From an optimization exercise on the open Yosys and OpenROAD flow, aimed at small area, a short achievable clock period and few clock cycles; shortcuts taken in it are not production practice.
Only simulation tests tie the RTL to the original design; equivalence was not proved.
No activity file was given, so power comes from the tool's default toggle rates.

// pft_lzd
module pft_lzd (
    input  wire        clk,
    input  wire        rst,           
    input  wire [7:0]  reg_addr,      
    input  wire        reg_we,
    input  wire [31:0] reg_wdata,
    output reg  [31:0] reg_rdata,
    output wire        irq,
    output reg         buf_en,
    output reg         buf_we,
    output reg  [16:0] buf_addr,
    output reg  [7:0]  buf_wdata,
    input  wire [7:0]  buf_rdata,
    output reg         out_re,
    output reg  [24:0] out_raddr,
    input  wire [7:0]  out_rdata,
    output reg         out_we,
    output reg  [24:0] out_waddr,
    output reg  [7:0]  out_wdata
);
Size: roughly 510 flip-flops, roughly 180 I/O pins, ~45000 um^2 of cells after synthesis.
clock: 12.0 ns
lec_check: 0
cap_margin: 20
core_margin: 2
core_utilization: 35
setup_slack_margin: 3
slew_margin: 20
standard.sh (not shown) runs the stock make flow with config.mk's settings and CLKGATE_MAP_FILE= SYNTH_SCRIPT=/design/flow/synth_recipe.tcl, a recipe that flattens the netlist after the stock synthesis.
==> flow/flow/run.sh <==
#!/bin/bash
# Own flow: the standard layout (standard.sh, unchanged synthesis), with the
# port buffers made of sky130_fd_sc_hd__buf_2 instead of the delay buffer that
# buffer_ports picks by default. Every port still gets its own buffer.
set -euo pipefail
W=$(pwd)
sed 's#^make -C \(.*\) "\${@:-finish}"$#make -C \1 "BUFFER_PORTS_ARGS=-buffer_cell sky130_fd_sc_hd__buf_2" "${@:-finish}"#' standard.sh > own_standard.sh
grep -q 'BUFFER_PORTS_ARGS=-buffer_cell sky130_fd_sc_hd__buf_2' own_standard.sh
bash own_standard.sh finish > make_finish.log 2>&1
test -s out/final.def
Testbench counts at the start, summed over its fixed seeds: cycles 425,930.
Edit:
==> flow/flow/run.sh (replaced) <==
#!/bin/bash
# Own flow: the standard layout (standard.sh, unchanged synthesis), with the
# port buffers made of sky130_fd_sc_hd__buf_4 instead of the delay buffer that
# buffer_ports picks by default. Every port still gets its own buffer.
set -euo pipefail
W=$(pwd)
sed 's#^make -C \(.*\) "\${@:-finish}"$#make -C \1 "BUFFER_PORTS_ARGS=-buffer_cell sky130_fd_sc_hd__buf_4" "${@:-finish}"#' standard.sh > own_standard.sh
grep -q 'BUFFER_PORTS_ARGS=-buffer_cell sky130_fd_sc_hd__buf_4' own_standard.sh
bash own_standard.sh finish > make_finish.log 2>&1
test -s out/final.def
Combinational power stays flat.
Global-route usage fell by 0.44 points.
Utilization grows by 0.32 points.
Edit:
==> flow/flow/run.sh (replaced) <==
#!/bin/bash
# Own flow: the standard layout (standard.sh, unchanged synthesis), with the
# port buffers made of sky130_fd_sc_hd__buf_1 instead of the delay buffer that
# buffer_ports picks by default (every port still gets its own buffer), and
# timing repair allowed to change a cell's footprint (MATCH_CELL_FOOTPRINT=0;
# detailed placement runs after every repair).
set -euo pipefail
W=$(pwd)
sed 's#^make -C \(.*\) "\${@:-finish}"$#make -C \1 "BUFFER_PORTS_ARGS=-buffer_cell sky130_fd_sc_hd__buf_1" MATCH_CELL_FOOTPRINT=0 "${@:-finish}"#' standard.sh > own_standard.sh
grep -q 'MATCH_CELL_FOOTPRINT=0' own_standard.sh
bash own_standard.sh finish > make_finish.log 2>&1
test -s out/final.def
--- a/flow/config.mk
+++ b/flow/config.mk
@@ -10,2 +10,5 @@
 export CORE_UTILIZATION = 35
+export CTS_CLUSTER_DIAMETER = 110
+export CTS_CLUSTER_SIZE = 24
+export GPL_ROUTABILITY_DRIVEN = 0
 export SETUP_SLACK_MARGIN = 3
The new run passed the timing, DRC and antenna checks.
Power drops by a few percent.
Utilization drops by 1.5 points.
Clock-buffer cell count drops by 36.
Non-clock buffer count drops by 23.
Global-route usage drops by 2.2 points.
Setup slack improves by 0.15 ns.
Worst hold slack barely changes.
Cell area drops by a few percent.
Edit:
--- a/flow/config.mk
+++ b/flow/config.mk
@@ -10,5 +10,2 @@
 export CORE_UTILIZATION = 35
-export CTS_CLUSTER_DIAMETER = 110
-export CTS_CLUSTER_SIZE = 24
-export GPL_ROUTABILITY_DRIVEN = 0
 export SETUP_SLACK_MARGIN = 3
After rerunning: The changed run completed without violations; synthesized area is unchanged; setup slack is better by 0.029 ns; critical path depth rises by 3; sequential share of layout area falls by 0.70 points; total power rises by 7.3%.
Edit:
--- a/flow/config.mk
+++ b/flow/config.mk
@@ -10,2 +10,4 @@
 export CORE_UTILIZATION = 35
+export CTS_CLUSTER_DIAMETER = 100
+export CTS_CLUSTER_SIZE = 28
 export SETUP_SLACK_MARGIN = 3
- sequential share of layout area rises by 0.46 points
- non-clock buffer count increases by 3
- sequential cell count stays the same
- worst setup slack degrades by 0.0060 ns
- register-to-register slack got worse by 0.05 ns
- final cell count decreases slightly
- power shrinks by a few percent
- final area is lower slightly
- clock power fell by a quarter to a third

## afterwards: timing with drivers on the ports
Ports are ideal in the flow. The routed layouts listed here were re-timed in OpenROAD. Step 1 sets driving cells, clkbuf_16 on the clock port and buf_2 on the other inputs (assumed; they add their load-dependent delay and slew). Step 2 times the ports against the registers' clock, not the clock port: input delays grow and output delays shrink by t, the midpoint of the rising clock arrivals with the driver on. Three values: ideal ports, drivers, drivers and shift; two values: the first two.
| run | t (ns) | setup WS [ns] | worst setup path at the end |
|---|---|---|---|
| the first run | 0.771 | 3.103 / 3.074 / 3.074 | input to output |
| the second run | 0.792 | 2.964 / 2.930 / 2.930 | input to output |
| the third run | 0.761 | 3.116 / 3.030 / 3.030 | input to output |
| the fourth run | 0.763 | 3.145 / 3.092 / 3.092 | input to output |
| the fifth run | 0.728 | 3.139 / 3.094 / 3.094 | input to output |
After both steps setup and hold are still met in every run listed. For the third run, which loses most, drivers alone change the setup slack by -0.086 ns; drivers and shift together by -0.086 ns.
